What follows belongs to an exercise in optimizing a design on an open flow for small area, a short achievable clock period and few clock cycles; a production flow would make more cautious choices.
Only simulation tests tie the RTL to the original design; equivalence was not proved.

// int8_gemm_kernel
module int8_gemm_kernel (
    input  wire        clk,
    input  wire        rst_n,
    input  wire        reg_valid,
    input  wire        reg_write,
    input  wire [3:0]  reg_addr,
    input  wire [31:0] reg_wdata,
    output reg  [31:0] reg_rdata,
    input  wire        rx_toggle,
    input  wire [7:0]  rx_data,
    output wire        irq
);
    localparam integer CAP      = 32;
    localparam integer ABUF_LEN = 16;
    localparam integer ACC_LEN  = 16;
    localparam integer AW       = 20;      
    localparam [31:0] ID_WORD  = 32'h49384731;
    localparam [31:0] CFG_WORD = 32'h03080020;
    localparam [31:0] LDIM1    = 32'h00100020;
    localparam [31:0] LDIM2    = 32'h00100010;
    localparam [31:0] LDIM3    = 32'h000A0010;
    localparam [3:0] A_ID = 4'd0, A_CFG = 4'd1, A_CTRL = 4'd2, A_STATUS = 4'd3,
                     A_CURSOR = 4'd4, A_CMD = 4'd5, A_RESULT = 4'd6,
                     A_MADDR = 4'd7, A_MDATA = 4'd8, A_LDIM1 = 4'd9,
                     A_LDIM2 = 4'd10, A_LDIM3 = 4'd11;
    localparam [3:0] E_ILLEGAL = 4'd1, E_SB_NOT_READY = 4'd2, E_LEN = 4'd3,
                     E_CMD_BUSY = 4'd4;
    reg [2:0]  ctrl;
    reg        ready, busy, done, err;
    reg [3:0]  errcode;
    reg [4:0]  cursor;
    reg [3:0]  result_idx;
    reg [15:0] maddr_index;
    reg [1:0]  maddr_space;
    reg        m_sb, m_abuf, m_acc;    
    reg [7:0]    sb   [0:CAP-1];
    reg [6:0]    abuf [0:ABUF_LEN-1];
  ...
==> flow/config.mk <==
export PLATFORM = sky130hd
export DESIGN_NAME = int8_gemm_kernel
export DESIGN_NICKNAME = int8_gemm_kernel
export VERILOG_FILES = /design/flow/design.v
export SDC_FILE = /design/flow/constraint.sdc
export NUM_CORES = 4
export LEC_CHECK = 0
export ABC_AREA = 1
export CAP_MARGIN = 30
export CORE_MARGIN = 2
export CORE_UTILIZATION = 35
export PLACE_DENSITY = 0.55
export SETUP_SLACK_MARGIN = 5
export SLEW_MARGIN = 30
export SYNTH_MEMORY_MAX_BITS = 131072
export TNS_END_PERCENT = 20
==> flow/constraint.sdc <==
create_clock -name core_clock -period 12.0 [get_ports {clk}]
set_input_delay 2.4000 -clock core_clock [delete_from_list [all_inputs] [get_ports {clk}]]
set_output_delay 2.4000 -clock core_clock [all_outputs]
set_load 0.01 [all_outputs]
run.sh (not shown) runs the stock make flow with config.mk's settings and CLKGATE_MAP_FILE= SYNTH_SCRIPT=/design/flow/synth_recipe.tcl, a recipe that flattens the netlist after the stock synthesis.
Testbench counts at the start, summed over its fixed seeds: cycles 3,200.
Edit:
--- a/flow/design.v
+++ b/flow/design.v
@@ -2979,13 +2979,13 @@
     wire d_run   = j_sp ? sp_run : g_run;
     wire spcmd   = (ok_g23 && c_usesp) || spwait;
     wire sp_copy = spcmd && sp_done;
     wire sp_fin  = spcmd && sp_last;
     wire acc_wr;
     wire sp_go_now  = l1_copy;
-    wire sp_go_pend = sp_pend && ready && !iv && !rc_on && !cmd_accept;
+    wire sp_go_pend = sp_pend && ready && !iv && !rc_on && !cmd_accept && !(ok && c_rel);
     wire sp_start   = sp_go_now || sp_go_pend;
     wire sp_stop  = d_take || acc_wr || (ok && c_rel);
     localparam integer LW = 13;
     function [2*LW-1:0] csa13(input [LW-1:0] a, input [LW-1:0] b, input [LW-1:0] c);
         csa13 = {((a & b) | (a & c) | (b & c)) << 1, a ^ b ^ c};
     endfunction
@@ -3139,13 +3139,13 @@
             else if (g_last)
                 run23 <= 1'b0;
             runl1 <= l1_need && !l1_copy;
             runarg <= (ok && c_arg || runarg) && !am_ok;
             spwait <= spcmd && !sp_copy && !sp_fin;
             sp_pend <= ((g_last || sp_fin || sp_copy) && !l3) ||
-                       (sp_pend && !sp_go_pend && !acc_wr && !(ok && c_rel) && !d_take);
+                       (sp_pend && ready && !sp_go_pend && !acc_wr && !(ok && c_rel) && !d_take);
             if (acc_wr)
                 sp_nl3 <= !l1_copy;
             if (acc_wr)
                 abuf_eq <= 1'b0;
             else if (ok_req && c_layer != 2'd3)
                 abuf_eq <= 1'b1;
=> The changed run went through all stages and came out clean. Die area hardly moves. Routed wire length rose by 0.32%. Global-route usage increases by 0.25 points. Area after synthesis stays flat. Cell area falls by 0.37%. Non-clock buffer count is lower by 49. Sequential share of layout area is about the same.
Testbench counts after the change, summed over its fixed seeds: cycles 3,200.

## afterwards: timing with drivers on the ports
The results above use ideal ports. As a check the final layouts listed here were re-extracted and re-timed, cells and wires unchanged.
Step 1 assumes that a clkbuf_16 drives the clock port and a buf_2 every other input.
Step 2 moves the port delays by t, midway between the first and last clock arrival at a register: inputs arrive t later, outputs are due t later. That takes back most of the time a late clock gives input paths.
Three values: ideal, step 1, step 2; two values: the first two.
run | shift t [ns] | setup WS [ns] | worst hold slack (ns) | worst setup path at the end | worst data-port slew with drivers (ns)
the first run | 0.978 | 4.579 / 4.474 / 4.180 | 0.439 / 0.439 / 0.439 | input to register | 0.07
the second run | 0.991 | 4.623 / 4.623 / 4.623 | 0.393 / 0.393 / 0.393 | register to register | 0.07
After both steps setup and hold are still met in every run listed. For the first run, which loses most, drivers alone change the setup slack by -0.105 ns; drivers and shift together by -0.399 ns.
